Source: an optimization exercise on an open RTL-to-GDS flow (aim: small area, a short achievable clock period and few clock cycles). Production flows keep margins and buffers that such runs may drop. RTL that was checked went through simulation tests only; none was proved equivalent to the original. Only the layout flow was run in runs 2 and 3; the RTL was not checked for function there. No activity file was given, so power comes from the tool's default toggle rates.

===== design.v =====
module gvi_safe_enc (
    input  wire [7:0] r,
    output reg  [7:0] chr
);
    always @(*) begin
        case (r)
            8'd0: chr = 8'h41;
            8'd1: chr = 8'h42;
            8'd2: chr = 8'h43;
            8'd3: chr = 8'h44;
            8'd4: chr = 8'h45;
            8'd5: chr = 8'h46;
            8'd6: chr = 8'h47;
            8'd7: chr = 8'h48;
            8'd8: chr = 8'h49;
            8'd9: chr = 8'h4a;
            8'd10: chr = 8'h4b;
            8'd11: chr = 8'h4c;
            8'd12: chr = 8'h4d;
            8'd13: chr = 8'h4e;
            8'd14: chr = 8'h4f;
            8'd15: chr = 8'h50;
            8'd16: chr = 8'h51;
            8'd17: chr = 8'h52;
            8'd18: chr = 8'h53;
            8'd19: chr = 8'h54;
            8'd20: chr = 8'h55;
            8'd21: chr = 8'h56;
            8'd22: chr = 8'h57;
            8'd23: chr = 8'h58;
            8'd24: chr = 8'h59;
            8'd25: chr = 8'h5a;
            8'd26: chr = 8'h61;
            8'd27: chr = 8'h62;
            8'd28: chr = 8'h63;
            8'd29: chr = 8'h64;
            8'd30: chr = 8'h65;
            8'd31: chr = 8'h66;
            8'd32: chr = 8'h67;
            8'd33: chr = 8'h68;
            8'd34: chr = 8'h69;
            8'd35: chr = 8'h6a;
            8'd36: chr = 8'h6b;
            8'd37: chr = 8'h6c;
            8'd38: chr = 8'h6d;
            8'd39: chr = 8'h6e;
            8'd40: chr = 8'h6f;
            8'd41: chr = 8'h70;
            8'd42: chr = 8'h71;
            8'd43: chr = 8'h72;
            8'd44: chr = 8'h73;
            8'd45: chr = 8'h74;
            8'd46: chr = 8'h75;
            8'd47: chr = 8'h76;
            8'd48: chr = 8'h77;
            8'd49: chr = 8'h78;
            8'd50: chr = 8'h79;
            8'd51: chr = 8'h7a;
            8'd52: chr = 8'h30;
            8'd53: chr = 8'h31;
            8'd54: chr = 8'h32;
            8'd55: chr = 8'h33;
            8'd56: chr = 8'h34;
            8'd57: chr = 8'h35;
            8'd58: chr = 8'h36;
            8'd59: chr = 8'h37;
            8'd60: chr = 8'h38;
            8'd61: chr = 8'h39;
            8'd62: chr = 8'h21;
            8'd63: chr = 8'h23;
            8'd64: chr = 8'h24;
            8'd65: chr = 8'h25;
            8'd66: chr = 8'h26;
            8'd67: chr = 8'h28;
            8'd68: chr = 8'h29;
            8'd69: chr = 8'h2a;
            8'd70: chr = 8'h2b;
            8'd71: chr = 8'h2c;
            8'd72: chr = 8'h2d;
            8'd73: chr = 8'h2e;
            8'd74: chr = 8'h2f;
            8'd75: chr = 8'h3a;
            8'd76: chr = 8'h3b;
            8'd77: chr = 8'h3c;
            8'd78: chr = 8'h3d;
            8'd79: chr = 8'h3e;
            8'd80: chr = 8'h3f;
            8'd81: chr = 8'h5b;
            8'd82: chr = 8'h5d;
            8'd83: chr = 8'h5e;
            8'd84: chr = 8'h5f;
            8'd85: chr = 8'h7b;
            8'd86: chr = 8'h7c;
            8'd87: chr = 8'h7d;
            8'd88: chr = 8'h7e;
            8'd89: chr = 8'hc0;
            8'd90: chr = 8'hc1;
            8'd91: chr = 8'hc2;
            8'd92: chr = 8'hc3;
            8'd93: chr = 8'hc4;
            8'd94: chr = 8'hc5;
            8'd95: chr = 8'hc6;
            8'd96: chr = 8'hc7;
            8'd97: chr = 8'hc8;
            8'd98: chr = 8'hc9;
            8'd99: chr = 8'hca;
            8'd100: chr = 8'hcb;
            8'd101: chr = 8'hcc;
            8'd102: chr = 8'hcd;
            8'd103: chr = 8'hce;
            8'd104: chr = 8'hcf;
            8'd105: chr = 8'hd0;
            8'd106: chr = 8'hd1;
            8'd107: chr = 8'hd2;
            8'd108: chr = 8'hd3;
            8'd109: chr = 8'hd4;
            8'd110: chr = 8'hd5;
            8'd111: chr = 8'hd6;
            8'd112: chr = 8'hd8;
            8'd113: chr = 8'hd9;
            8'd114: chr = 8'hda;
            8'd115: chr = 8'hdb;
            8'd116: chr = 8'hdc;
            8'd117: chr = 8'hdd;
            8'd118: chr = 8'hde;
            8'd119: chr = 8'hdf;
            8'd120: chr = 8'he0;
            8'd121: chr = 8'he1;
            8'd122: chr = 8'h41;
            8'd123: chr = 8'h42;
            8'd124: chr = 8'h43;
            8'd125: chr = 8'h44;
            8'd126: chr = 8'h45;
            8'd127: chr = 8'h46;
            8'd128: chr = 8'h47;
            8'd129: chr = 8'h48;
            8'd130: chr = 8'h49;
            8'd131: chr = 8'h4a;
            8'd132: chr = 8'h4b;
            8'd133: chr = 8'h4c;
            8'd134: chr = 8'h4d;
            8'd135: chr = 8'h4e;
            8'd136: chr = 8'h4f;
            8'd137: chr = 8'h50;
            8'd138: chr = 8'h51;
            8'd139: chr = 8'h52;
            8'd140: chr = 8'h53;
            8'd141: chr = 8'h54;
            8'd142: chr = 8'h55;
            8'd143: chr = 8'h56;
            8'd144: chr = 8'h57;
            8'd145: chr = 8'h58;
            8'd146: chr = 8'h59;
            8'd147: chr = 8'h5a;
            8'd148: chr = 8'h5b;
            8'd149: chr = 8'h5c;
            8'd150: chr = 8'h5d;
            8'd151: chr = 8'h5e;
            8'd152: chr = 8'h5f;
            8'd153: chr = 8'h60;
            8'd154: chr = 8'h61;
            8'd155: chr = 8'h62;
            8'd156: chr = 8'h63;
            8'd157: chr = 8'h64;
            8'd158: chr = 8'h65;
            8'd159: chr = 8'h66;
            8'd160: chr = 8'h67;
            8'd161: chr = 8'h68;
            8'd162: chr = 8'h69;
            8'd163: chr = 8'h6a;
            8'd164: chr = 8'h6b;
            8'd165: chr = 8'h6c;
            8'd166: chr = 8'h6d;
            8'd167: chr = 8'h6e;
            8'd168: chr = 8'h6f;
            8'd169: chr = 8'h70;
            8'd170: chr = 8'h71;
            8'd171: chr = 8'h72;
            8'd172: chr = 8'h73;
            8'd173: chr = 8'h74;
            8'd174: chr = 8'h75;
            8'd175: chr = 8'h76;
            8'd176: chr = 8'h77;
            8'd177: chr = 8'h78;
            8'd178: chr = 8'h79;
            8'd179: chr = 8'h7a;
            8'd180: chr = 8'h7b;
            8'd181: chr = 8'h7c;
            8'd182: chr = 8'h7d;
            8'd183: chr = 8'h7e;
            8'd184: chr = 8'h7f;
            8'd185: chr = 8'h80;
            8'd186: chr = 8'h81;
            8'd187: chr = 8'h82;
            8'd188: chr = 8'h83;
            8'd189: chr = 8'h84;
            8'd190: chr = 8'h85;
            8'd191: chr = 8'h86;
            8'd192: chr = 8'h87;
            8'd193: chr = 8'h88;
            8'd194: chr = 8'h89;
            8'd195: chr = 8'h8a;
            8'd196: chr = 8'h8b;
            8'd197: chr = 8'h8c;
            8'd198: chr = 8'h8d;
            8'd199: chr = 8'h8e;
            8'd200: chr = 8'h8f;
            8'd201: chr = 8'h90;
            8'd202: chr = 8'h91;
            8'd203: chr = 8'h92;
            8'd204: chr = 8'h93;
            8'd205: chr = 8'h94;
            8'd206: chr = 8'h95;
            8'd207: chr = 8'h96;
            8'd208: chr = 8'h97;
            8'd209: chr = 8'h98;
            8'd210: chr = 8'h99;
            8'd211: chr = 8'h9a;
            8'd212: chr = 8'h9b;
            8'd213: chr = 8'h9c;
            8'd214: chr = 8'h9d;
            8'd215: chr = 8'h9e;
            8'd216: chr = 8'h9f;
            8'd217: chr = 8'ha0;
            8'd218: chr = 8'ha1;
            8'd219: chr = 8'ha2;
            8'd220: chr = 8'ha3;
            8'd221: chr = 8'ha4;
            8'd222: chr = 8'ha5;
            8'd223: chr = 8'ha6;
            8'd224: chr = 8'ha7;
            8'd225: chr = 8'ha8;
            8'd226: chr = 8'ha9;
            8'd227: chr = 8'haa;
            8'd228: chr = 8'hab;
            8'd229: chr = 8'hac;
            8'd230: chr = 8'had;
            8'd231: chr = 8'hae;
            8'd232: chr = 8'haf;
            8'd233: chr = 8'hb0;
            8'd234: chr = 8'hb1;
            8'd235: chr = 8'hb2;
            8'd236: chr = 8'hb3;
            8'd237: chr = 8'hb4;
            8'd238: chr = 8'hb5;
            8'd239: chr = 8'hb6;
            8'd240: chr = 8'hb7;
            8'd241: chr = 8'hb8;
            8'd242: chr = 8'hb9;
            8'd243: chr = 8'hba;
            8'd244: chr = 8'hbb;
            8'd245: chr = 8'hbc;
            8'd246: chr = 8'hbd;
            8'd247: chr = 8'hbe;
            8'd248: chr = 8'hbf;
            8'd249: chr = 8'hc0;
            8'd250: chr = 8'hc1;
            8'd251: chr = 8'hc2;
            8'd252: chr = 8'hc3;
            8'd253: chr = 8'hc4;
            8'd254: chr = 8'hc5;
            8'd255: chr = 8'hc6;
            default: chr = 8'h00;
        endcase
    end
endmodule
module gvi_safe_dec (
    input  wire [7:0] chr,
    output reg        hit,
    output reg  [6:0] idx
);
    always @(*) begin
        case (chr)
            8'h00: begin hit = 1'b0; idx = 7'd4; end
            8'h01: begin hit = 1'b0; idx = 7'd5; end
            8'h02: begin hit = 1'b0; idx = 7'd6; end
            8'h03: begin hit = 1'b0; idx = 7'd7; end
            8'h04: begin hit = 1'b0; idx = 7'd8; end
            8'h05: begin hit = 1'b0; idx = 7'd9; end
            8'h06: begin hit = 1'b0; idx = 7'd10; end
            8'h07: begin hit = 1'b0; idx = 7'd11; end
            8'h08: begin hit = 1'b0; idx = 7'd12; end
            8'h09: begin hit = 1'b0; idx = 7'd13; end
            8'h0a: begin hit = 1'b0; idx = 7'd14; end
            8'h0b: begin hit = 1'b0; idx = 7'd15; end
            8'h0c: begin hit = 1'b0; idx = 7'd16; end
            8'h0d: begin hit = 1'b0; idx = 7'd17; end
            8'h0e: begin hit = 1'b0; idx = 7'd18; end
            8'h0f: begin hit = 1'b0; idx = 7'd19; end
            8'h10: begin hit = 1'b0; idx = 7'd20; end
            8'h11: begin hit = 1'b0; idx = 7'd21; end
            8'h12: begin hit = 1'b0; idx = 7'd22; end
            8'h13: begin hit = 1'b0; idx = 7'd23; end
            8'h14: begin hit = 1'b0; idx = 7'd24; end
            8'h15: begin hit = 1'b0; idx = 7'd25; end
            8'h16: begin hit = 1'b0; idx = 7'd26; end
            8'h17: begin hit = 1'b0; idx = 7'd27; end
            8'h18: begin hit = 1'b0; idx = 7'd28; end
            8'h19: begin hit = 1'b0; idx = 7'd29; end
            8'h1a: begin hit = 1'b0; idx = 7'd30; end
            8'h1b: begin hit = 1'b0; idx = 7'd31; end
            8'h1c: begin hit = 1'b0; idx = 7'd32; end
            8'h1d: begin hit = 1'b0; idx = 7'd33; end
            8'h1e: begin hit = 1'b0; idx = 7'd34; end
            8'h1f: begin hit = 1'b0; idx = 7'd35; end
            8'h20: begin hit = 1'b0; idx = 7'd36; end
            8'h21: begin hit = 1'b1; idx = 7'd62; end
            8'h22: begin hit = 1'b0; idx = 7'd38; end
            8'h23: begin hit = 1'b1; idx = 7'd63; end
            8'h24: begin hit = 1'b1; idx = 7'd64; end
            8'h25: begin hit = 1'b1; idx = 7'd65; end
            8'h26: begin hit = 1'b1; idx = 7'd66; end
            8'h27: begin hit = 1'b0; idx = 7'd43; end
            8'h28: begin hit = 1'b1; idx = 7'd67; end
            8'h29: begin hit = 1'b1; idx = 7'd68; end
            8'h2a: begin hit = 1'b1; idx = 7'd69; end
            8'h2b: begin hit = 1'b1; idx = 7'd70; end
            8'h2c: begin hit = 1'b1; idx = 7'd71; end
            8'h2d: begin hit = 1'b1; idx = 7'd72; end
            8'h2e: begin hit = 1'b1; idx = 7'd73; end
            8'h2f: begin hit = 1'b1; idx = 7'd74; end
            8'h30: begin hit = 1'b1; idx = 7'd52; end
            8'h31: begin hit = 1'b1; idx = 7'd53; end
            8'h32: begin hit = 1'b1; idx = 7'd54; end
            8'h33: begin hit = 1'b1; idx = 7'd55; end
            8'h34: begin hit = 1'b1; idx = 7'd56; end
            8'h35: begin hit = 1'b1; idx = 7'd57; end
            8'h36: begin hit = 1'b1; idx = 7'd58; end
            8'h37: begin hit = 1'b1; idx = 7'd59; end
            8'h38: begin hit = 1'b1; idx = 7'd60; end
            8'h39: begin hit = 1'b1; idx = 7'd61; end
            8'h3a: begin hit = 1'b1; idx = 7'd75; end
            8'h3b: begin hit = 1'b1; idx = 7'd76; end
            8'h3c: begin hit = 1'b1; idx = 7'd77; end
            8'h3d: begin hit = 1'b1; idx = 7'd78; end
            8'h3e: begin hit = 1'b1; idx = 7'd79; end
            8'h3f: begin hit = 1'b1; idx = 7'd80; end
            8'h40: begin hit = 1'b0; idx = 7'd127; end
            8'h41: begin hit = 1'b1; idx = 7'd0; end
            8'h42: begin hit = 1'b1; idx = 7'd1; end
            8'h43: begin hit = 1'b1; idx = 7'd2; end
            8'h44: begin hit = 1'b1; idx = 7'd3; end
            8'h45: begin hit = 1'b1; idx = 7'd4; end
            8'h46: begin hit = 1'b1; idx = 7'd5; end
            8'h47: begin hit = 1'b1; idx = 7'd6; end
            8'h48: begin hit = 1'b1; idx = 7'd7; end
            8'h49: begin hit = 1'b1; idx = 7'd8; end
            8'h4a: begin hit = 1'b1; idx = 7'd9; end
            8'h4b: begin hit = 1'b1; idx = 7'd10; end
            8'h4c: begin hit = 1'b1; idx = 7'd11; end
            8'h4d: begin hit = 1'b1; idx = 7'd12; end
            8'h4e: begin hit = 1'b1; idx = 7'd13; end
            8'h4f: begin hit = 1'b1; idx = 7'd14; end
            8'h50: begin hit = 1'b1; idx = 7'd15; end
            8'h51: begin hit = 1'b1; idx = 7'd16; end
            8'h52: begin hit = 1'b1; idx = 7'd17; end
            8'h53: begin hit = 1'b1; idx = 7'd18; end
            8'h54: begin hit = 1'b1; idx = 7'd19; end
            8'h55: begin hit = 1'b1; idx = 7'd20; end
            8'h56: begin hit = 1'b1; idx = 7'd21; end
            8'h57: begin hit = 1'b1; idx = 7'd22; end
            8'h58: begin hit = 1'b1; idx = 7'd23; end
            8'h59: begin hit = 1'b1; idx = 7'd24; end
            8'h5a: begin hit = 1'b1; idx = 7'd25; end
            8'h5b: begin hit = 1'b1; idx = 7'd81; end
            8'h5c: begin hit = 1'b0; idx = 7'd27; end
            8'h5d: begin hit = 1'b1; idx = 7'd82; end
            8'h5e: begin hit = 1'b1; idx = 7'd83; end
            8'h5f: begin hit = 1'b1; idx = 7'd84; end
            8'h60: begin hit = 1'b0; idx = 7'd25; end
            8'h61: begin hit = 1'b1; idx = 7'd26; end
            8'h62: begin hit = 1'b1; idx = 7'd27; end
            8'h63: begin hit = 1'b1; idx = 7'd28; end
            8'h64: begin hit = 1'b1; idx = 7'd29; end
            8'h65: begin hit = 1'b1; idx = 7'd30; end
            8'h66: begin hit = 1'b1; idx = 7'd31; end
            8'h67: begin hit = 1'b1; idx = 7'd32; end
            8'h68: begin hit = 1'b1; idx = 7'd33; end
            8'h69: begin hit = 1'b1; idx = 7'd34; end
            8'h6a: begin hit = 1'b1; idx = 7'd35; end
            8'h6b: begin hit = 1'b1; idx = 7'd36; end
            8'h6c: begin hit = 1'b1; idx = 7'd37; end
            8'h6d: begin hit = 1'b1; idx = 7'd38; end
            8'h6e: begin hit = 1'b1; idx = 7'd39; end
            8'h6f: begin hit = 1'b1; idx = 7'd40; end
            8'h70: begin hit = 1'b1; idx = 7'd41; end
            8'h71: begin hit = 1'b1; idx = 7'd42; end
            8'h72: begin hit = 1'b1; idx = 7'd43; end
            8'h73: begin hit = 1'b1; idx = 7'd44; end
            8'h74: begin hit = 1'b1; idx = 7'd45; end
            8'h75: begin hit = 1'b1; idx = 7'd46; end
            8'h76: begin hit = 1'b1; idx = 7'd47; end
            8'h77: begin hit = 1'b1; idx = 7'd48; end
            8'h78: begin hit = 1'b1; idx = 7'd49; end
            8'h79: begin hit = 1'b1; idx = 7'd50; end
            8'h7a: begin hit = 1'b1; idx = 7'd51; end
            8'h7b: begin hit = 1'b1; idx = 7'd85; end
            8'h7c: begin hit = 1'b1; idx = 7'd86; end
            8'h7d: begin hit = 1'b1; idx = 7'd87; end
            8'h7e: begin hit = 1'b1; idx = 7'd88; end
            8'h7f: begin hit = 1'b0; idx = 7'd56; end
            8'h80: begin hit = 1'b0; idx = 7'd57; end
            8'h81: begin hit = 1'b0; idx = 7'd58; end
            8'h82: begin hit = 1'b0; idx = 7'd59; end
            8'h83: begin hit = 1'b0; idx = 7'd60; end
            8'h84: begin hit = 1'b0; idx = 7'd61; end
            8'h85: begin hit = 1'b0; idx = 7'd62; end
            8'h86: begin hit = 1'b0; idx = 7'd63; end
            8'h87: begin hit = 1'b0; idx = 7'd64; end
            8'h88: begin hit = 1'b0; idx = 7'd65; end
            8'h89: begin hit = 1'b0; idx = 7'd66; end
            8'h8a: begin hit = 1'b0; idx = 7'd67; end
            8'h8b: begin hit = 1'b0; idx = 7'd68; end
            8'h8c: begin hit = 1'b0; idx = 7'd69; end
            8'h8d: begin hit = 1'b0; idx = 7'd70; end
            8'h8e: begin hit = 1'b0; idx = 7'd71; end
            8'h8f: begin hit = 1'b0; idx = 7'd72; end
            8'h90: begin hit = 1'b0; idx = 7'd73; end
            8'h91: begin hit = 1'b0; idx = 7'd74; end
            8'h92: begin hit = 1'b0; idx = 7'd75; end
            8'h93: begin hit = 1'b0; idx = 7'd76; end
            8'h94: begin hit = 1'b0; idx = 7'd77; end
            8'h95: begin hit = 1'b0; idx = 7'd78; end
            8'h96: begin hit = 1'b0; idx = 7'd79; end
            8'h97: begin hit = 1'b0; idx = 7'd80; end
            8'h98: begin hit = 1'b0; idx = 7'd81; end
            8'h99: begin hit = 1'b0; idx = 7'd82; end
            8'h9a: begin hit = 1'b0; idx = 7'd83; end
            8'h9b: begin hit = 1'b0; idx = 7'd84; end
            8'h9c: begin hit = 1'b0; idx = 7'd85; end
            8'h9d: begin hit = 1'b0; idx = 7'd86; end
            8'h9e: begin hit = 1'b0; idx = 7'd55; end
            8'h9f: begin hit = 1'b0; idx = 7'd56; end
            8'ha0: begin hit = 1'b0; idx = 7'd57; end
            8'ha1: begin hit = 1'b0; idx = 7'd58; end
            8'ha2: begin hit = 1'b0; idx = 7'd59; end
            8'ha3: begin hit = 1'b0; idx = 7'd60; end
            8'ha4: begin hit = 1'b0; idx = 7'd61; end
            8'ha5: begin hit = 1'b0; idx = 7'd62; end
            8'ha6: begin hit = 1'b0; idx = 7'd63; end
            8'ha7: begin hit = 1'b0; idx = 7'd64; end
            8'ha8: begin hit = 1'b0; idx = 7'd65; end
            8'ha9: begin hit = 1'b0; idx = 7'd66; end
            8'haa: begin hit = 1'b0; idx = 7'd67; end
            8'hab: begin hit = 1'b0; idx = 7'd68; end
            8'hac: begin hit = 1'b0; idx = 7'd69; end
            8'had: begin hit = 1'b0; idx = 7'd70; end
            8'hae: begin hit = 1'b0; idx = 7'd71; end
            8'haf: begin hit = 1'b0; idx = 7'd72; end
            8'hb0: begin hit = 1'b0; idx = 7'd73; end
            8'hb1: begin hit = 1'b0; idx = 7'd74; end
            8'hb2: begin hit = 1'b0; idx = 7'd75; end
            8'hb3: begin hit = 1'b0; idx = 7'd76; end
            8'hb4: begin hit = 1'b0; idx = 7'd77; end
            8'hb5: begin hit = 1'b0; idx = 7'd78; end
            8'hb6: begin hit = 1'b0; idx = 7'd79; end
            8'hb7: begin hit = 1'b0; idx = 7'd80; end
            8'hb8: begin hit = 1'b0; idx = 7'd81; end
            8'hb9: begin hit = 1'b0; idx = 7'd82; end
            8'hba: begin hit = 1'b0; idx = 7'd83; end
            8'hbb: begin hit = 1'b0; idx = 7'd84; end
            8'hbc: begin hit = 1'b0; idx = 7'd85; end
            8'hbd: begin hit = 1'b0; idx = 7'd86; end
            8'hbe: begin hit = 1'b0; idx = 7'd87; end
            8'hbf: begin hit = 1'b0; idx = 7'd88; end
            8'hc0: begin hit = 1'b1; idx = 7'd89; end
            8'hc1: begin hit = 1'b1; idx = 7'd90; end
            8'hc2: begin hit = 1'b1; idx = 7'd91; end
            8'hc3: begin hit = 1'b1; idx = 7'd92; end
            8'hc4: begin hit = 1'b1; idx = 7'd93; end
            8'hc5: begin hit = 1'b1; idx = 7'd94; end
            8'hc6: begin hit = 1'b1; idx = 7'd95; end
            8'hc7: begin hit = 1'b1; idx = 7'd96; end
            8'hc8: begin hit = 1'b1; idx = 7'd97; end
            8'hc9: begin hit = 1'b1; idx = 7'd98; end
            8'hca: begin hit = 1'b1; idx = 7'd99; end
            8'hcb: begin hit = 1'b1; idx = 7'd100; end
            8'hcc: begin hit = 1'b1; idx = 7'd101; end
            8'hcd: begin hit = 1'b1; idx = 7'd102; end
            8'hce: begin hit = 1'b1; idx = 7'd103; end
            8'hcf: begin hit = 1'b1; idx = 7'd104; end
            8'hd0: begin hit = 1'b1; idx = 7'd105; end
            8'hd1: begin hit = 1'b1; idx = 7'd106; end
            8'hd2: begin hit = 1'b1; idx = 7'd107; end
            8'hd3: begin hit = 1'b1; idx = 7'd108; end
            8'hd4: begin hit = 1'b1; idx = 7'd109; end
            8'hd5: begin hit = 1'b1; idx = 7'd110; end
            8'hd6: begin hit = 1'b1; idx = 7'd111; end
            8'hd7: begin hit = 1'b0; idx = 7'd112; end
            8'hd8: begin hit = 1'b1; idx = 7'd112; end
            8'hd9: begin hit = 1'b1; idx = 7'd113; end
            8'hda: begin hit = 1'b1; idx = 7'd114; end
            8'hdb: begin hit = 1'b1; idx = 7'd115; end
            8'hdc: begin hit = 1'b1; idx = 7'd116; end
            8'hdd: begin hit = 1'b1; idx = 7'd117; end
            8'hde: begin hit = 1'b1; idx = 7'd118; end
            8'hdf: begin hit = 1'b1; idx = 7'd119; end
            8'he0: begin hit = 1'b1; idx = 7'd120; end
            8'he1: begin hit = 1'b1; idx = 7'd121; end
            8'he2: begin hit = 1'b0; idx = 7'd122; end
            8'he3: begin hit = 1'b0; idx = 7'd123; end
            8'he4: begin hit = 1'b0; idx = 7'd124; end
            8'he5: begin hit = 1'b0; idx = 7'd125; end
            8'he6: begin hit = 1'b0; idx = 7'd126; end
            8'he7: begin hit = 1'b0; idx = 7'd127; end
            8'he8: begin hit = 1'b0; idx = 7'd0; end
            8'he9: begin hit = 1'b0; idx = 7'd1; end
            8'hea: begin hit = 1'b0; idx = 7'd2; end
            8'heb: begin hit = 1'b0; idx = 7'd3; end
            8'hec: begin hit = 1'b0; idx = 7'd4; end
            8'hed: begin hit = 1'b0; idx = 7'd5; end
            8'hee: begin hit = 1'b0; idx = 7'd6; end
            8'hef: begin hit = 1'b0; idx = 7'd7; end
            8'hf0: begin hit = 1'b0; idx = 7'd8; end
            8'hf1: begin hit = 1'b0; idx = 7'd9; end
            8'hf2: begin hit = 1'b0; idx = 7'd10; end
            8'hf3: begin hit = 1'b0; idx = 7'd11; end
            8'hf4: begin hit = 1'b0; idx = 7'd12; end
            8'hf5: begin hit = 1'b0; idx = 7'd13; end
            8'hf6: begin hit = 1'b0; idx = 7'd14; end
            8'hf7: begin hit = 1'b0; idx = 7'd15; end
            8'hf8: begin hit = 1'b0; idx = 7'd16; end
            8'hf9: begin hit = 1'b0; idx = 7'd17; end
            8'hfa: begin hit = 1'b0; idx = 7'd18; end
            8'hfb: begin hit = 1'b0; idx = 7'd19; end
            8'hfc: begin hit = 1'b0; idx = 7'd20; end
            8'hfd: begin hit = 1'b0; idx = 7'd21; end
            8'hfe: begin hit = 1'b0; idx = 7'd22; end
            8'hff: begin hit = 1'b0; idx = 7'd23; end
            default: begin hit = 1'b0; idx = 7'd0; end
        endcase
    end
endmodule
module gvi_encoder (
    input  wire       clk,
    input  wire       rst,
    input  wire       in_valid,
    output wire       in_ready,
    input  wire [3:0] in_nib,
    input  wire       in_last,
    input  wire [3:0] in_shift,
    output wire       out_valid,
    input  wire       out_ready,
    output wire [7:0] out_char,
    output wire       out_last
);
    reg [13:0] buf_r;      
    reg  [2:0] wn;         
    reg        rh;         
    reg        full;       
    reg        drain;      
    reg        first;      
    reg  [3:0] mshift;
    reg  [7:0] pr;
    reg        pv, pesc, plast;
    reg  [7:0] ochar;
    reg        ovalid, olast;
    reg        ph;         
    reg        in_ready_r;
    function [3:0] kbits(input [2:0] n, input h, input f);
        reg [3:0] k0;
        begin
            k0 = {n[1:0], n[2], 1'b0};                            
            if (f) kbits = 4'd14;
            else if (h) kbits = k0[3] ? k0 - 4'd7 : k0 + 4'd7;   
            else kbits = k0;
        end
    endfunction
    wire [3:0] k = kbits(wn, rh, full);
    assign in_ready  = in_ready_r;
    assign out_valid = ovalid;
    assign out_char  = ochar;
    assign out_last  = olast;
    wire in_fire = in_valid & in_ready;
    wire [6:0] win = rh ? {buf_r[7], buf_r[8], buf_r[9], buf_r[10], buf_r[11], buf_r[12], buf_r[13]}
                        : {buf_r[0], buf_r[1], buf_r[2], buf_r[3], buf_r[4], buf_r[5], buf_r[6]};
    wire [6:0] mask = {1'b1, k > 4'd1, k > 4'd2, k > 4'd3, k > 4'd4, k > 4'd5, k > 4'd6};
    wire [6:0] sym  = win & mask;
    wire       esc  = (sym[6:3] == 4'b1111) & (sym[2] | sym[1]);
    wire       have = (k >= 4'd7) | (drain & (k != 4'd0));
    wire       fin  = drain & (k <= 4'd7);        
    wire ofree = !ovalid | out_ready;
    wire pmove = ofree & pv & (!pesc | ph);
    wire pfree = !pv | pmove;
    wire pop   = pfree & have;
    wire [7:0] safe_chr;
    gvi_safe_enc u_enc (.r(pr), .chr(safe_chr));
    wire       refin   = pop & fin;               
    wire       drain_n = !refin & (drain | (in_fire & in_last));
    wire [2:0] wn_n    = refin ? 3'd0 : !in_fire ? wn : (wn == 3'd6) ? 3'd0 : wn + 3'd1;
    wire       rh_n    = !refin & (rh ^ pop);
    wire       full_n  = !refin & !pop & (full | (in_fire & !rh & (wn == 3'd6)));
    wire [3:0] k_n     = kbits(wn_n, rh_n, full_n);
    always @(posedge clk) begin
        if (rst) begin
            in_ready_r <= 1'b1;
            wn     <= 3'd0;
            rh     <= 1'b0;
            full   <= 1'b0;
            drain  <= 1'b0;
            first  <= 1'b1;
            pv     <= 1'b0;
            ph     <= 1'b0;
            ovalid <= 1'b0;
        end else begin
            in_ready_r <= !drain_n & (k_n <= 4'd10);
            drain <= drain_n;
            wn    <= wn_n;
            rh    <= rh_n;
            full  <= full_n;
            if (in_fire) begin
                if (wn == 3'd0) buf_r[0]  <= in_nib[3];
                if (wn == 3'd3) buf_r[0]  <= in_nib[1];
                if (wn == 3'd0) buf_r[1]  <= in_nib[2];
                if (wn == 3'd3) buf_r[1]  <= in_nib[0];
                if (wn == 3'd0) buf_r[2]  <= in_nib[1];
                if (wn == 3'd4) buf_r[2]  <= in_nib[3];
                if (wn == 3'd0) buf_r[3]  <= in_nib[0];
                if (wn == 3'd4) buf_r[3]  <= in_nib[2];
                if (wn == 3'd1) buf_r[4]  <= in_nib[3];
                if (wn == 3'd4) buf_r[4]  <= in_nib[1];
                if (wn == 3'd1) buf_r[5]  <= in_nib[2];
                if (wn == 3'd4) buf_r[5]  <= in_nib[0];
                if (wn == 3'd1) buf_r[6]  <= in_nib[1];
                if (wn == 3'd5) buf_r[6]  <= in_nib[3];
                if (wn == 3'd1) buf_r[7]  <= in_nib[0];
                if (wn == 3'd5) buf_r[7]  <= in_nib[2];
                if (wn == 3'd2) buf_r[8]  <= in_nib[3];
                if (wn == 3'd5) buf_r[8]  <= in_nib[1];
                if (wn == 3'd2) buf_r[9]  <= in_nib[2];
                if (wn == 3'd5) buf_r[9]  <= in_nib[0];
                if (wn == 3'd2) buf_r[10] <= in_nib[1];
                if (wn == 3'd6) buf_r[10] <= in_nib[3];
                if (wn == 3'd2) buf_r[11] <= in_nib[0];
                if (wn == 3'd6) buf_r[11] <= in_nib[2];
                if (wn == 3'd3) buf_r[12] <= in_nib[3];
                if (wn == 3'd6) buf_r[12] <= in_nib[1];
                if (wn == 3'd3) buf_r[13] <= in_nib[2];
                if (wn == 3'd6) buf_r[13] <= in_nib[0];
                first <= in_last;
                if (first) mshift <= in_shift;
            end
            if (pfree) pv <= have;
            if (pop) begin
                pr    <= esc ? {5'd0, sym[2:0] - 3'd2} : {1'b0, sym} + {4'd0, mshift};
                pesc  <= esc;
                plast <= fin;
            end
            if (ofree) ovalid <= pv;
            if (ofree & pv) begin
                if (pesc & !ph) begin
                    ochar <= 8'h40;
                    olast <= 1'b0;
                    ph    <= 1'b1;
                end else begin
                    ochar <= pesc ? {5'b00110, pr[2:0]} : safe_chr;
                    olast <= plast;
                    ph    <= 1'b0;
                end
            end
        end
    end
endmodule
module gvi_decoder (
    input  wire       clk,
    input  wire       rst,
    input  wire       in_valid,
    output wire       in_ready,
    input  wire [7:0] in_char,
    input  wire       in_last,
    input  wire [3:0] in_shift,
    output wire       out_valid,
    input  wire       out_ready,
    output wire [3:0] out_nib,
    output wire [1:0] out_err,
    output wire       out_last
);
    localparam [1:0] E_NONE = 2'd0, E_CHAR = 2'd1, E_TRUNC = 2'd2, E_ESC = 2'd3;
    reg  [6:0] cidx;
    reg        chit;       
    reg        c_at;       
    reg        cd05;       
    reg        clast, cv;
    reg        first;      
    reg  [3:0] mshift;
    reg        esc_pend;   
    reg        skipping;   
    reg [13:0] buf_r;
    reg        wh;         
    reg  [2:0] rn;         
    reg        full;       
    reg        drain;      
    reg  [1:0] derr;       
    reg  [3:0] onib;
    reg  [1:0] oerr;
    reg        ovalid, olast;
    reg        in_ready_r;
    function [3:0] kbits(input [2:0] n, input h, input f);
        reg [3:0] k0;
        begin
            k0 = (n == 3'd0) ? 4'd0 : (n == 3'd1) ? 4'd10 : (n == 3'd2) ? 4'd6 : (n == 3'd3) ? 4'd2 :
                 (n == 3'd4) ? 4'd12 : (n == 3'd5) ? 4'd8 : 4'd4;       
            if (f) kbits = 4'd14;
            else if (h) kbits = k0[3] ? k0 - 4'd7 : k0 + 4'd7;     
            else kbits = k0;
        end
    endfunction
    wire [3:0] k = kbits(rn, wh, full);
    assign in_ready  = in_ready_r;
    assign out_valid = ovalid;
    assign out_nib   = onib;
    assign out_err   = oerr;
    assign out_last  = olast;
    wire in_fire = in_valid & in_ready;
    wire ofree = !ovalid | out_ready;
    wire rd    = ofree & (k >= 4'd4);
    wire erd   = ofree & !(k >= 4'd4) & drain & (derr != E_NONE);
    wire rfin  = rd & drain & (derr == E_NONE) & (k < 4'd8);    
    reg  [3:0] rnib;
    always @(*) begin
        case (rn)
            3'd0: rnib = {buf_r[0],  buf_r[1],  buf_r[2],  buf_r[3]};
            3'd1: rnib = {buf_r[4],  buf_r[5],  buf_r[6],  buf_r[7]};
            3'd2: rnib = {buf_r[8],  buf_r[9],  buf_r[10], buf_r[11]};
            3'd3: rnib = {buf_r[12], buf_r[13], buf_r[0],  buf_r[1]};
            3'd4: rnib = {buf_r[2],  buf_r[3],  buf_r[4],  buf_r[5]};
            3'd5: rnib = {buf_r[6],  buf_r[7],  buf_r[8],  buf_r[9]};
            default: rnib = {buf_r[10], buf_r[11], buf_r[12], buf_r[13]};
        endcase
    end
    wire done = rfin | erd;    
    wire       in_hit;
    wire [6:0] in_idx;
    gvi_safe_dec u_dec (.chr(in_char), .hit(in_hit), .idx(in_idx));
    wire [7:0] sub  = {1'b0, cidx} - {4'd0, mshift};
    wire [6:0] rsym = sub[7] ? (sub[6:0] + 7'd122) : sub[6:0];
    reg        want_wr;    
    reg  [6:0] psym;
    reg  [1:0] perr;
    always @(*) begin
        want_wr = 1'b0;
        psym    = rsym;
        perr    = E_NONE;
        if (esc_pend) begin
            psym = {4'b1111, cidx[2:0] - 3'd2};    
            if (cd05) want_wr = 1'b1;
            else perr = E_ESC;
        end else if (c_at) begin
            if (clast) perr = E_TRUNC;
        end else if (chit) begin
            want_wr = 1'b1;
        end else begin
            perr = E_CHAR;
        end
    end
    wire       room  = (k <= 4'd7);
    wire       proc  = cv & (skipping | (!drain & (!want_wr | room)));
    wire       wr    = proc & !skipping & want_wr;
    wire       bw    = cv & !drain & room;
    wire       perr_go = proc & !skipping & (perr != E_NONE);
    wire       fin_in  = (wr & clast) | perr_go;    
    wire       cv_n   = in_fire | (cv & !proc);
    wire       c_at_n = in_fire ? (in_char == 8'h40) : c_at;
    reg        skipping_n;
    always @(*) begin
        skipping_n = skipping;
        if (proc) begin
            if (skipping) begin
                if (clast) skipping_n = 1'b0;
            end else if (perr != E_NONE) begin
                skipping_n = !clast;
            end
        end
    end
    wire       drain_n = !done & (drain | fin_in);
    wire       wh_n    = !done & (wh ^ wr);
    wire [2:0] rn_n    = done ? 3'd0 : !rd ? rn : (rn == 3'd6) ? 3'd0 : rn + 3'd1;
    wire       full_n  = !done & (wr ? (wh & (rd ? rn == 3'd6 : rn == 3'd0)) : (full & !rd));
    wire [3:0] k_n     = kbits(rn_n, wh_n, full_n);
    integer i;
    always @(posedge clk) begin
        if (rst) begin
            cv       <= 1'b0;
            first    <= 1'b1;
            esc_pend <= 1'b0;
            skipping <= 1'b0;
            wh       <= 1'b0;
            rn       <= 3'd0;
            full     <= 1'b0;
            drain    <= 1'b0;
            derr     <= E_NONE;
            ovalid   <= 1'b0;
            in_ready_r <= 1'b1;
        end else begin
            in_ready_r <= !cv_n | skipping_n | (!drain_n & ((k_n <= 4'd7) | c_at_n));
            cv       <= cv_n;
            skipping <= skipping_n;
            drain    <= drain_n;
            wh       <= wh_n;
            rn       <= rn_n;
            full     <= full_n;
            if (in_fire) begin
                cidx  <= in_idx;
                chit  <= in_hit;
                c_at  <= (in_char == 8'h40);
                cd05  <= (in_char[7:3] == 5'b00110) & !(in_char[2] & in_char[1]);
                clast <= in_last;
                first <= in_last;
                if (first) mshift <= in_shift;
            end
            if (proc & !skipping) begin
                esc_pend <= !esc_pend & c_at & !clast;
                if (perr != E_NONE) derr <= perr;
            end
            if (bw) begin
                for (i = 0; i < 7; i = i + 1)
                    if (wh) buf_r[7 + i] <= psym[6 - i];
                    else    buf_r[i]     <= psym[6 - i];
            end
            if (ofree) begin
                ovalid <= rd | erd;
                onib   <= rnib;
                oerr   <= rd ? E_NONE : derr;
                olast  <= rfin | erd;
            end
            if (done) derr <= E_NONE;
        end
    end
endmodule
module gvi_codec (
    input  wire       clk,
    input  wire       rst,
    input  wire       enc_in_valid,
    output wire       enc_in_ready,
    input  wire [3:0] enc_in_nib,
    input  wire       enc_in_last,
    input  wire [3:0] enc_in_shift,
    output wire       enc_out_valid,
    input  wire       enc_out_ready,
    output wire [7:0] enc_out_char,
    output wire       enc_out_last,
    input  wire       dec_in_valid,
    output wire       dec_in_ready,
    input  wire [7:0] dec_in_char,
    input  wire       dec_in_last,
    input  wire [3:0] dec_in_shift,
    output wire       dec_out_valid,
    input  wire       dec_out_ready,
    output wire [3:0] dec_out_nib,
    output wire [1:0] dec_out_err,
    output wire       dec_out_last
);
    gvi_encoder u_encoder (
        .clk(clk), .rst(rst),
        .in_valid(enc_in_valid), .in_ready(enc_in_ready),
        .in_nib(enc_in_nib), .in_last(enc_in_last), .in_shift(enc_in_shift),
        .out_valid(enc_out_valid), .out_ready(enc_out_ready),
        .out_char(enc_out_char), .out_last(enc_out_last)
    );
    gvi_decoder u_decoder (
        .clk(clk), .rst(rst),
        .in_valid(dec_in_valid), .in_ready(dec_in_ready),
        .in_char(dec_in_char), .in_last(dec_in_last), .in_shift(dec_in_shift),
        .out_valid(dec_out_valid), .out_ready(dec_out_ready),
        .out_nib(dec_out_nib), .out_err(dec_out_err), .out_last(dec_out_last)
    );
endmodule

===== flow/run.sh =====
#!/bin/bash
# The standard layout with two synthesis/placement choices changed:
# - yosys's full/half-adder extraction (ADDER_MAP_FILE) is skipped, so ABC
#   maps the adders and comparators with the rest of the logic;
# - the port buffers that placement inserts are buf_1 cells.
set -euo pipefail
bash standard.sh ADDER_MAP_FILE= "BUFFER_PORTS_ARGS=-buffer_cell sky130_fd_sc_hd__buf_1" finish > orfs_make.log 2>&1

===== standard.sh =====
#!/bin/bash
# synth_recipe.tcl (not shown) runs the flow's synth.tcl, then flattens the netlist and writes it again
# the make line also repeats each setting of config.mk as NAME=value (left out here)
make -C /OpenROAD-flow-scripts/flow DESIGN_CONFIG=/design/flow/config.mk WORK_HOME=/design/flow/orfs CLKGATE_MAP_FILE= SYNTH_SCRIPT=/design/flow/synth_recipe.tcl "${@:-finish}"

===== config.mk =====
export PLATFORM = sky130hd
export DESIGN_NAME = gvi_codec
export DESIGN_NICKNAME = gvi_codec
export VERILOG_FILES = /design/flow/design.v
export SDC_FILE = /design/flow/constraint.sdc
export NUM_CORES = 4
export LEC_CHECK = 0
export ABC_AREA = 1
export CAP_MARGIN = 20
export CORE_MARGIN = 2
export CORE_UTILIZATION = 65
export PLACE_DENSITY = 0.8
export SETUP_SLACK_MARGIN = 4.5
export SLEW_MARGIN = 20

===== constraint.sdc =====
create_clock -name core_clock -period 7.0 [get_ports {clk}]
set_input_delay 1.4000 -clock core_clock [delete_from_list [all_inputs] [get_ports {clk}]]
set_output_delay 1.4000 -clock core_clock [all_outputs]
set_load 0.01 [all_outputs]

==> results of run 1 <==
## power groups by stage
stage          Combinational (mW)  Sequential [mW]  Clock [mW]
2_1_floorplan               0.722            0.802           0
6_report                    0.899            0.829       0.325
4_1_cts                     0.875            0.825       0.326
3_3_place_gp                0.821            0.834           0
3_5_place_dp                0.866            0.838           0
5_1_grt                      1.00            0.840       0.350
## per-layer routing
layer  GRT usage  vias to the layer above
met2      0.5038                      354
met4      0.1245                        0
met5           0                        -
li1            -                     3060
met1      0.3798                     2858
met3     0.05201                       48
## cell type report
| class | instances | area (sq um) | area share |
|---|---|---|---|
| Multi-Input combinational cell | 638 | 3306 | 0.4704 |
| Sequential cell | 98 | 2694 | 0.3834 |
| Inverter | 123 | 484.2 | 0.06891 |
| Timing Repair Buffer | 48 | 205.2 | 0.02920 |
| Tap cell | 133 | 166.4 | 0.02368 |
| Clock buffer | 10 | 127.6 | 0.01816 |
| Clock inverter | 6 | 43.79 | 0.006232 |
## worst max-delay path: stages
cell and delay (ps):
buf_1 80, buf_4 220, clkinvlp_4 210, nand4_1 170
nor2_1 470
## cells by family after synthesis
kind of cell	share of synthesized area
flops	0.4150
xor+xnor	0.01350
mux	0.001543
buf+inv	0.09198
simple gates	0.3027
compound gates	0.1753
## final timing paths
| kind | endpoint | slack [ps] | depth (start not counted) |
|---|---|---|---|
| worst max-delay path | u_decoder.buf_r[12] | 4440 | 5 |
| worst min register to register | u_decoder.first | 490 | 2 |
| worst max register to register | u_encoder.pr[6] | 4620 | 13 |
| worst min-delay path | u_decoder.first | 490 | 2 |
## per-stage QoR
stage	instance area (sq um)	worst slack, ps	std cells	util	hold slack (ps)
floorplan	6580	4492	885	-	433.9
global placement	6778	3729	1040	0.6966	449.5
detailed placement	6778	3692	1040	0.6966	467.5
CTS	6975	4446	1056	0.7170	489.3
global route	7027	4389	1056	0.7222	524.9
finish	7027	4442	1056	0.7222	487.4
## sequential cells by signal, summed over array words and instances (netlist names), 4 cells and up
| signal | flops |
|---|---|
| u_decoder.buf_r | 14 |
| u_encoder.buf_r | 14 |
| u_encoder.ochar | 8 |
| u_encoder.pr | 8 |
| u_decoder.cidx | 7 |
| u_decoder.mshift | 4 |
| u_decoder.onib | 4 |
| u_encoder.mshift | 4 |
## repair_timing
item	in CTS	in global routing
hold buffers	0	0
gates resized for setup	14	19
setup buffers	0	0
cloned	0	0
endpoints found under the setup margin	26	39
pin swaps	0	1
endpoints found under the hold margin	0	0
## Yosys cell counts, types with 3 or more instances
cell type,instances
a21oi_1,56
nand2_4,3
o211ai_1,9
inv_2,12
o21ai_0,66
o31ai_1,6
buf_4,4
nor2_1,101
nand3_2,5
edfxtp_1,73
nand3_1,52
clkinv_1,6
nor2_2,6
inv_1,105
nor3_1,22
clkbuf_1,13
o311ai_0,3
o21ai_1,5
o221ai_1,3
nand4_1,9
buf_2,6
o21ai_2,3
a31oi_1,7
nand2_1,204
o22ai_1,20
xor2_1,6
dfxtp_1,25
xnor2_1,4
nor2_4,3
nand2_2,18
==> results.py, run 1 <==
metrics = {
    "outcome": {
        "status": "complete, no violations",
    },
    "place": {
        "hpwl_um": 11950,
        "io_buffers": 47,
        "gp_congestion": 0.9514,
    },
    "job": {
        "cap_violations": 0,
    },
    "clocking": {
        "ctsRootBufferMaster": "clkbuf_8",
        "clk_path_buf_depth": 2,
        "cts-htree-levels": 3,
        "cts_tree": "built",
        "numCtsBuffers": 9,
        "clk_pin_slew_ps": 90,
        "insertion_delay_ps": 370,
        "cts_sinks": 98,
    },
    "layout": {
        "final_common_cell": "nand2_1",
        "antenna_cells": 0,
        "final_cell_mix": "nand2_1, inv_1, nor2_1",
        "nNetsFinal": 946,
        "areaGrowthSynthToFinish_pct": 8.292,
        "fill_cells": 768,
        "drive_above_1_share": 0.1300,
    },
    "route": {
        "wl_met1_um": 6490,
        "drcViolationCount": 0,
        "wl_met3_um": 1200,
        "num_vias": 6320,
        "viasPerCell": 5.985,
        "drt_iter0_markers": 566,
        "wirelength_um": 16010,
        "firstDrtPassIters": 5,
        "routed.top_layer": "met4",
        "wl_per_cell_um": 15.16,
        "ant_nets": 0,
        "dr_wl_met2_um": 7876,
    },
    "setup_path": {
        "path_max_fanout": 20,
        "cp.required_ps": 7000,
        "crit_start": "rst",
        "endpoint_kind": "flop",
        "crit_arrival_ps": 2560,
        "crit_type": "input port to flop",
        "r2r_start": "u_encoder.wn[1]",
        "start_kind": "input port",
    },
    "logic_synthesis": {
        "ys_top_cells_by_area": "edfxtp_1, nand2_1, dfxtp_1, inv_1, nor2_1",
        "ys_seq_area_frac": 0.4150,
        "async_reset_ff_frac": 0,
        "syn-num-nets": 913,
        "yosysTopAreaCell": "edfxtp_1",
        "ys_ff_latch": 98,
        "synth-main-ff-cell": "edfxtp_1",
        "synth_edf_count": 73,
        "synth_top_area_frac": 0.3378,
        "yosysUniqueCellTypes": 55,
        "syn_area_sq_um": 6489,
        "syn_inst": 885,
        "synth_area_per_cell_sq_um": 7.332,
        "yosysWarnings": 4,
    },
    "global_routing": {
        "grt_max_degree": 21,
        "grt_pass1_wl_um": 26590,
        "overflow": 0,
        "grt_usage": 0.2982,
        "antenna_found_initial": 0,
        "grt_pass1_vias": 5852,
    },
    "power": {
        "p_comb_frac": 0.438,
        "p_leak_nw": 2.980,
        "p_clk_frac": 0.158,
        "power_switching_uw": 895.2,
        "seq_power_share": 0.404,
        "swShare": 0.4360,
        "finalPower_mw": 2.053,
        "ir_drop_uv": 175.0,
        "powerDensity_nw_per_um2": 292.2,
        "internal-power_mw": 1.158,
    },
    "sta": {
        "setup_viol": 0,
        "tightest_slew_ps": 725.2,
        "rsz0062_at_grt": "yes",
        "drv_slew": 0,
        "slew-limit-headroom": 0.5155,
        "finalSetupTns_ps": 0,
        "hold_viol_final": 0,
        "layout_min_cycle_time_ps": 2558,
        "fin_skew_ps": 20.99,
        "fmax_ghz": 0.3909,
        "fin_crit_sh": 0.3655,
    },
    "min_path": {
        "hold_path.startpoint": "u_decoder.first",
        "hp-class": "flop to flop",
    },
    "floorplanning": {
        "die_area_sq_um": 10800,
        "die-height_um": 103.9,
        "io_pins": 48,
        "initial_utilization": 0.6669,
        "num_rows": 36,
        "die_x_um": 103.9,
        "core_area_sq_um": 9729,
    },
}
Testbench counts, summed over its fixed seeds: cycles 36,153.
==> inputs of run 2 (changes only) <==
--- a/design.v
+++ b/design.v
@@ -554,3 +554,4 @@
     reg  [7:0] pr;
-    reg        pv, pesc, plast;
+    reg        pv, plast;
+    wire       pesc = &pr[7:3];    
     reg  [7:0] ochar;
@@ -610,3 +611,10 @@
             full  <= full_n;
-            if (in_fire) begin
+            if (in_fire) first <= in_last;
+            if (pfree) pv <= have;
+            if (ofree) ovalid <= pv;
+            if (ofree & pv) ph <= pesc & !ph;
+        end
+    end
+    always @(posedge clk) begin
+        if (in_fire) begin
                 if (wn == 3'd0) buf_r[0]  <= in_nib[3];
@@ -639,22 +647,15 @@
                 if (wn == 3'd6) buf_r[13] <= in_nib[0];
-                first <= in_last;
-                if (first) mshift <= in_shift;
-            end
-            if (pfree) pv <= have;
-            if (pop) begin
-                pr    <= esc ? {5'd0, sym[2:0] - 3'd2} : {1'b0, sym} + {4'd0, mshift};
-                pesc  <= esc;
-                plast <= fin;
-            end
-            if (ofree) ovalid <= pv;
-            if (ofree & pv) begin
-                if (pesc & !ph) begin
-                    ochar <= 8'h40;
-                    olast <= 1'b0;
-                    ph    <= 1'b1;
-                end else begin
-                    ochar <= pesc ? {5'b00110, pr[2:0]} : safe_chr;
-                    olast <= plast;
-                    ph    <= 1'b0;
-                end
+            if (first) mshift <= in_shift;
+        end
+        if (pop) begin
+            pr    <= esc ? {5'b11111, sym[2:0] - 3'd2} : {1'b0, sym} + {4'd0, mshift};
+            plast <= fin;
+        end
+        if (ofree & pv) begin
+            if (pesc & !ph) begin
+                ochar <= 8'h40;
+                olast <= 1'b0;
+            end else begin
+                ochar <= pesc ? {5'b00110, pr[2:0]} : safe_chr;
+                olast <= plast;
             end
@@ -681,3 +682,2 @@
     reg        c_at;       
-    reg        cd05;       
     reg        clast, cv;
@@ -736,2 +736,3 @@
     wire [6:0] rsym = sub[7] ? (sub[6:0] + 7'd122) : sub[6:0];
+    wire       cd05 = chit & ((cidx[6:2] == 5'b01101) | (cidx[6:1] == 6'b011100));
     reg        want_wr;    
@@ -801,11 +802,3 @@
             full     <= full_n;
-            if (in_fire) begin
-                cidx  <= in_idx;
-                chit  <= in_hit;
-                c_at  <= (in_char == 8'h40);
-                cd05  <= (in_char[7:3] == 5'b00110) & !(in_char[2] & in_char[1]);
-                clast <= in_last;
-                first <= in_last;
-                if (first) mshift <= in_shift;
-            end
+            if (in_fire) first <= in_last;
             if (proc & !skipping) begin
@@ -814,15 +807,24 @@
             end
-            if (bw) begin
-                for (i = 0; i < 7; i = i + 1)
-                    if (wh) buf_r[7 + i] <= psym[6 - i];
-                    else    buf_r[i]     <= psym[6 - i];
-            end
-            if (ofree) begin
-                ovalid <= rd | erd;
-                onib   <= rnib;
-                oerr   <= rd ? E_NONE : derr;
-                olast  <= rfin | erd;
-            end
+            if (ofree) ovalid <= rd | erd;
             if (done) derr <= E_NONE;
         end
+    end
+    always @(posedge clk) begin
+        if (in_fire) begin
+            cidx  <= in_idx;
+            chit  <= in_hit;
+            c_at  <= (in_char == 8'h40);
+            clast <= in_last;
+            if (first) mshift <= in_shift;
+        end
+        if (bw) begin
+            for (i = 0; i < 7; i = i + 1)
+                if (wh) buf_r[7 + i] <= psym[6 - i];
+                else    buf_r[i]     <= psym[6 - i];
+        end
+        if (ofree) begin
+            onib  <= rnib;
+            oerr  <= rd ? E_NONE : derr;
+            olast <= rfin | erd;
+        end
     end
--- a/config.mk
+++ b/config.mk
@@ -10,5 +10,4 @@
 export CORE_MARGIN = 2
-export CORE_UTILIZATION = 65
-export PLACE_DENSITY = 0.8
-export SETUP_SLACK_MARGIN = 4.5
+export CORE_UTILIZATION = 40
+export SETUP_SLACK_MARGIN = 4.6
 export SLEW_MARGIN = 20
==> run 2 against run 1 <==
  * Still clean on timing, DRC and antenna
  * Design area rose by 4.7%
  * Register-to-register slack improved by 150 ps
  * Combinational power fell by 12%
  * Total power rose by 0.77%
  * Routed wire length fell by 5.0%
  * Sequential share of layout area fell by 2.6 points
  * Worst setup slack improved by 120 ps
  * Highest routed layer unchanged
==> results.py, run 2 <==
metrics = {
    "power": {
        "p_leak_nw": 3.149,
        "powerDensity_nw_per_um2": 281.2,
        "ir_drop_uv": 136.9,
    },
    "global_routing": {
        "grt_max_degree": 24,
        "use_met2": 0.2885,
        "antenna_found_initial": 0,
        "grt_usage": 0.1888,
        "use_met3": 0.03825,
        "met1_usage": 0.2670,
        "grt_pass1_vias": 5308,
        "grt_busiest_layer": "met2",
        "overflow": 0,
        "grt_pass1_wl_um": 25330,
    },
    "setup_path": {
        "crit_top_cell": "o21ai_1",
        "path_max_fanout": 7,
        "critPathMaxStageDelay_ps": 250,
        "crit_type": "input port to flop",
        "path_cells": "buf_12 > nor2_4 > buf_4 > nor2_2 > or2_4 > o21ai_1 > o22ai_1 > o21ai_1 > a21oi_1",
        "cp.required_ps": 7100,
        "endpoint_kind": "flop",
        "path_buf_inv": 2,
        "cpLargestDelayFamily": "simple AND/OR/NAND/NOR gates",
        "crit_slowest_cell": "or2_4",
        "start_kind": "input port",
        "crit_arrival_ps": 2530,
    },
    "logic_synthesis": {
        "synthTopCellsByCount": "nand2_1, inv_1, nor2_1",
        "async_reset_ff_frac": 0,
        "yosysTopAreaCell": "edfxtp_1",
        "syn-num-nets": 888,
        "ys_top_cells_by_area": "edfxtp_1, nand2_1, dfxtp_1, inv_1, o21ai_0",
        "synth-main-ff-cell": "edfxtp_1",
        "syn_area_sq_um": 6205,
        "syn_inst": 860,
        "synth.most_common_cell": "nand2_1",
        "yosysUniqueCellTypes": 47,
        "ys_ff_latch": 96,
        "ys_seq_area_frac": 0.4227,
        "synth_area_per_cell_sq_um": 7.215,
        "synth_edf_count": 70,
        "synth_top_area_frac": 0.3388,
        "yosysWarnings": 4,
    },
    "clocking": {
        "cts-htree-levels": 3,
        "insertion_delay_ps": 350,
        "cts_sinks": 96,
        "cts_tree": "built",
        "clk_pin_slew_ps": 70,
        "numCtsBuffers": 9,
        "clk_path_buf_depth": 2,
        "ctsRootBufferMaster": "clkbuf_16",
    },
    "layout": {
        "fill_cells": 1548,
        "areaGrowthSynthToFinish_pct": 18.57,
        "drive_above_1_share": 0.1625,
        "multiInputGateArea_sq_um": 3242,
        "nNetsFinal": 952,
        "fin_area_sq_um": 7357,
        "top_regs": "u_decoder.buf_r: 14 flops, u_encoder.buf_r: 14 flops",
        "final_cell_mix": "nand2_1, inv_1, nor2_1",
        "antenna_cells": 0,
        "regArea_sq_um": 2628,
        "final_common_cell": "nand2_1",
    },
    "sta": {
        "fin_skew_ps": 8.847,
        "layout_min_cycle_time_ps": 2435,
        "finalSetupTns_ps": 0,
        "tightest_slew_ps": 464.1,
        "drv_slew": 0,
        "setup_viol": 0,
        "rsz0062_at_grt": "yes",
        "hold_viol_final": 0,
        "fmax_ghz": 0.4107,
        "fin_crit_sh": 0.3479,
        "slew-limit-headroom": 0.6895,
    },
    "route": {
        "num_vias": 5990,
        "wirelength_um": 15210,
        "drcViolationCount": 0,
        "wl_per_cell_um": 13.62,
        "firstDrtPassIters": 5,
        "ant_nets": 0,
        "viasPerCell": 5.363,
        "drt_iter0_markers": 630,
    },
    "floorplanning": {
        "initial_utilization": 0.4081,
        "die_x_um": 128.5,
        "die_area_sq_um": 16520,
        "num_rows": 45,
        "die-height_um": 128.5,
        "core_area_sq_um": 15200,
        "io_pins": 48,
    },
    "min_path": {
        "hp-class": "flop to flop",
    },
    "outcome": {
        "status": "complete, no violations",
    },
    "place": {
        "hpwl_um": 11070,
        "gp_congestion": 0.9268,
        "io_buffers": 47,
        "place_area_sq_um": 6631,
    },
    "job": {
        "cap_violations": 0,
    },
}
[run 2: report_power, final]
part / internal, mW / switching [mW]
clock network: 0.238 / 0.212
registers: 0.754 / 0.0764
logic: 0.269 / 0.519
total: 1.26 / 0.808
[run 2: cell type report]
class	instances	share of cell area
Inverter	126	0.06990
Multi-Input combinational cell	613	0.4406
Timing Repair Buffer	78	0.06429
Clock inverter	6	0.004932
Clock buffer	10	0.03112
Sequential cell	96	0.3571
Tap cell	188	0.03197
[run 2: cells by family (layout without fill, tap and decap cells)]
logic type,count (synthesis),count (layout),synth area share
AND/OR/NAND/NOR,400,400,0.2783
buffers and inverters,151,220,0.09437
AO/OA/AOI/OAI,207,207,0.1962
flip-flops,96,96,0.4227
XOR/XNOR,6,6,0.008469
[run 2: repair_timing]
item / in CTS / in global routing
pin swaps: 8 / 17
setup buffers: 11 / 19
hold buffers: 0 / 0
gates resized for setup: 35 / 45
gates cloned: 0 / 0
setup endpoints to repair: 33 / 39
[run 2: worst paths after layout]
| check | startpoint | to | slack, ps | depth (start not counted) |
|---|---|---|---|---|
| worst max register to register | u_encoder.pr[3] | u_encoder.in_ready_r | 4770 | 13 |
| worst min register to register | u_decoder.derr[1] | u_decoder.derr[1] | 490 | 2 |
| worst max-delay path | dec_in_char[0] | u_decoder.cidx[2] | 4560 | 9 |
| worst min-delay path | u_decoder.derr[1] | u_decoder.derr[1] | 490 | 2 |
[run 2: worst reg2reg max path, stage by stage (launching register included)]
cell,delay (ps)
edfxtp_1,460
nand2_1,250
nor3_4,330
inv_2,150
nor2_4,150
inv_2,70
nand2_2,70
nand2_2,60
clkinv_2,70
a21oi_4,40
nand2_4,90
o21ai_2,70
or2_0,220
a21oi_1,140
[run 2: metrics by stage]
step / power (mW) / utilization / hold WS [ps] / std cells / setup slack, ps
finish: 2.069 / 0.4840 / 485.4 / 1117 / 4565
global route: 2.233 / 0.4840 / 515.0 / 1117 / 4495
CTS: 2.029 / 0.4649 / 484.5 / 1098 / 4579
detailed placement: 1.558 / 0.4362 / 477.5 / 1071 / 3717
global placement: 1.554 / 0.4362 / 475.3 / 1071 / 3698
floorplan: 1.386 / - / 452.2 / 860 / 4348
[run 2: layer usage]
metal / up-vias / share of wire
met4: 0 / 0.024
met3: 35 / 0.067
met2: 236 / 0.44
li1: 3065 / -
met1: 2654 / 0.47
met5: - / 0
==> inputs of run 3 (changes only) <==
--- a/config.mk
+++ b/config.mk
@@ -11,3 +11,3 @@
 export CORE_UTILIZATION = 40
-export SETUP_SLACK_MARGIN = 4.6
+export SETUP_SLACK_MARGIN = 4.5
 export SLEW_MARGIN = 20
==> run 3 against run 2 <==
  * Clock skew decreased by 0.98 ps
  * Combinational power decreased by 1%
  * Worst setup slack got worse by 33 ps
  * Design area decreased by 0.73%
  * Routed wire length decreased by 0.66%
  * Worst hold slack improved by 4.8 ps
  * First-iteration DRC count increased by 2.2%
  * Critical path depth increased by 1
==> results.py, run 3 <==
metrics = {
    "logic_synthesis": {
        "syn-num-nets": 888,
        "syn_inst": 860,
        "ys_top_cells_by_area": "edfxtp_1, nand2_1, dfxtp_1, inv_1, o21ai_0",
        "synth.most_common_cell": "nand2_1",
        "synth_edf_count": 70,
        "ys_ff_latch": 96,
        "synth-main-ff-cell": "edfxtp_1",
        "synth_top_area_frac": 0.3388,
        "synthTopCellsByCount": "nand2_1, inv_1, nor2_1",
        "syn_area_sq_um": 6205,
        "async_reset_ff_frac": 0,
        "yosysTopAreaCell": "edfxtp_1",
        "yosysWarnings": 4,
        "yosysUniqueCellTypes": 47,
        "synth_area_per_cell_sq_um": 7.215,
        "ys_seq_area_frac": 0.4227,
    },
    "sta": {
        "fin_skew_ps": 7.863,
        "hold_viol_final": 0,
        "setup_viol": 0,
        "drv_slew": 0,
        "layout_min_cycle_time_ps": 2468,
        "fin_crit_sh": 0.3526,
        "slew-limit-headroom": 0.6831,
        "tightest_slew_ps": 471.4,
        "finalSetupTns_ps": 0,
        "hold_ws_ps": 490.2,
        "rsz0062_at_grt": "yes",
        "fmax_ghz": 0.4052,
    },
    "setup_path": {
        "cpLargestDelayFamily": "compound AO/OA/AOI/OAI gates",
        "reg2reg_depth": 13,
        "cp.required_ps": 7080,
        "crit_slowest_cell": "o21ai_1",
        "crit_type": "input port to flop",
        "path_buf_inv": 3,
        "path_max_fanout": 10,
        "cp.depth": 10,
        "crit_arrival_ps": 2550,
        "path_cells": "buf_8 > nor2_4 > buf_6 > nor2_4 > inv_2 > a211oi_2 > o21ai_1 > o22ai_1 > o21ai_1 > a21oi_1",
        "start_kind": "input port",
        "endpoint_kind": "flop",
        "critPathMaxStageDelay_ps": 190,
    },
    "place": {
        "placedCellCount": 1072,
        "hpwl_um": 11060,
        "io_buffers": 47,
        "place_area_sq_um": 6616,
        "gp_congestion": 0.9215,
    },
    "clocking": {
        "clk_path_buf_depth": 2,
        "cts-htree-levels": 3,
        "clk_pin_slew_ps": 70,
        "ctsRootBufferMaster": "clkbuf_16",
        "numCtsBuffers": 9,
        "cts_sinks": 96,
        "cts_tree": "built",
        "insertion_delay_ps": 350,
    },
    "floorplanning": {
        "initial_utilization": 0.4081,
        "num_rows": 45,
        "die-height_um": 128.5,
        "core_area_sq_um": 15200,
        "die_area_sq_um": 16520,
        "io_pins": 48,
        "die_x_um": 128.5,
    },
    "global_routing": {
        "grt_max_degree": 24,
        "overflow": 0,
        "met1_usage": 0.2588,
        "grt_usage": 0.1834,
        "use_met3": 0.02786,
        "grt_pass1_vias": 5307,
        "use_met2": 0.2850,
        "antenna_found_initial": 0,
        "grt_busiest_layer": "met2",
        "grt_pass1_wl_um": 24780,
    },
    "route": {
        "drt_iter0_markers": 644,
        "ant_nets": 0,
        "wirelength_um": 15110,
        "viasPerCell": 5.381,
        "num_vias": 6000,
        "drcViolationCount": 0,
        "wl_per_cell_um": 13.55,
        "firstDrtPassIters": 6,
    },
    "power": {
        "ir_drop_uv": 146.9,
        "p_leak_nw": 3.153,
        "powerDensity_nw_per_um2": 290.7,
    },
    "layout": {
        "fill_cells": 1522,
        "antenna_cells": 0,
        "final_common_cell": "nand2_1",
        "drive_above_1_share": 0.1446,
        "nNetsFinal": 950,
        "final_cell_mix": "nand2_1, inv_1, nor2_1",
        "final_util": 0.4804,
        "fin_area_sq_um": 7303,
        "top_regs": "u_decoder.buf_r: 14 flops, u_encoder.buf_r: 14 flops",
        "areaGrowthSynthToFinish_pct": 17.71,
        "fin_cells": 1115,
    },
    "outcome": {
        "status": "complete, no violations",
    },
    "min_path": {
        "holdPathStages": 2,
        "hp-class": "flop to flop",
    },
    "job": {
        "cap_violations": 0,
    },
}
==> run 3: cell counts after synthesis <==
Identical to the previous run, type by type.
==> run 3: through the flow <==
step / total power, mW / setup WS, ps
finish: 2.123 / 4532
global route: 2.283 / 4445
CTS: 2.078 / 4466
detailed placement: 1.550 / 3763
global placement: 1.551 / 3738
floorplan: 1.382 / 4348
==> run 3: final timing paths <==
path | startpoint | endpoint | slack [ps]
setup / recovery | dec_in_char[1] | u_decoder.cidx[3] | 4530
hold / removal | u_decoder.derr[1] | u_decoder.derr[1] | 490
setup reg to reg | u_encoder.pr[6] | u_encoder.in_ready_r | 4660
hold reg to reg | u_decoder.derr[1] | u_decoder.derr[1] | 490
==> run 3: timing repair <==
action / 4_1_cts / 5_1_grt
setup buffers: 8 / 19
gates resized for setup: 13 / 52
gates cloned: 0 / 0
pin swaps: 3 / 12
setup endpoints to repair: 32 / 19
hold buffers: 0 / 0
==> run 3: routing by layer <==
layer | vias to the layer above | share of wire
met2 | 235 | 0.44
li1 | 3067 | -
met1 | 2659 | 0.47
met3 | 39 | 0.067
met5 | - | 0
met4 | 0 | 0.025
==> run 3: tightest hold or removal path, delay by kind of cell, from the launching register on <==
kind	cells	cell delay, ps
DFF	1	320
and+or+nand+nor	1	70
AOI/OAI and AO/OA	1	50
==> run 3: kinds of logic after synthesis <==
group | count (synthesis) | synth area share
buf+inv | 151 | 0.09437
xor+xnor | 6 | 0.008469
flops | 96 | 0.4227
compound gates | 207 | 0.1962
simple gates | 400 | 0.2783
==> run 3: final cells by class <==
class | instances | area (sq um) | share of cell area
Multi-Input combinational cell | 613 | 3173 | 0.4345
Sequential cell | 96 | 2626 | 0.3596
Inverter | 126 | 506.7 | 0.06938
Timing Repair Buffer | 76 | 446.7 | 0.06116
Clock buffer | 11 | 264.0 | 0.03615
Tap cell | 188 | 235.2 | 0.03221
Clock inverter | 5 | 51.30 | 0.007024
==> run 3: where the power goes <==
part           internal, mW  total (mW)  switching, mW  leakage (nW)
sequential            0.754       0.830         0.0755         0.874
combinational         0.262       0.779          0.517          2.12
clock                 0.307       0.514          0.208         0.161
total                  1.32        2.12          0.800          3.15

## what the ideal ports hide
Ports are ideal in the flow. The routed layouts listed here were re-timed in OpenROAD.
Step 1 sets driving cells, clkbuf_16 on the clock port and buf_2 on the other inputs (assumed; they add their load-dependent delay and slew).
Step 2, shift: input delay + t, output delay - t, t = (earliest + latest rising clock arrival at the registers) / 2. This alone moves slack from input paths to output paths.
a / b / c = ideal / step 1 / step 2; a / b = the first two.
run	t, ns	slack for setup (ns)	worst setup path after step 2	worst slew at a driven data input, ns	cell pins on the clock port's net
run 1	0.399	4.442 / 4.462 / 4.062	input to register	0.04	1
run 2	0.387	4.565 / 4.560 / 4.173	input to register	0.06	1
run 3	0.386	4.532 / 4.528 / 4.143	input to register	0.06	1
After both steps setup and hold are still met in every run listed. For run 2, which loses most, drivers alone change the setup slack by -0.005 ns; drivers and shift together by -0.392 ns.
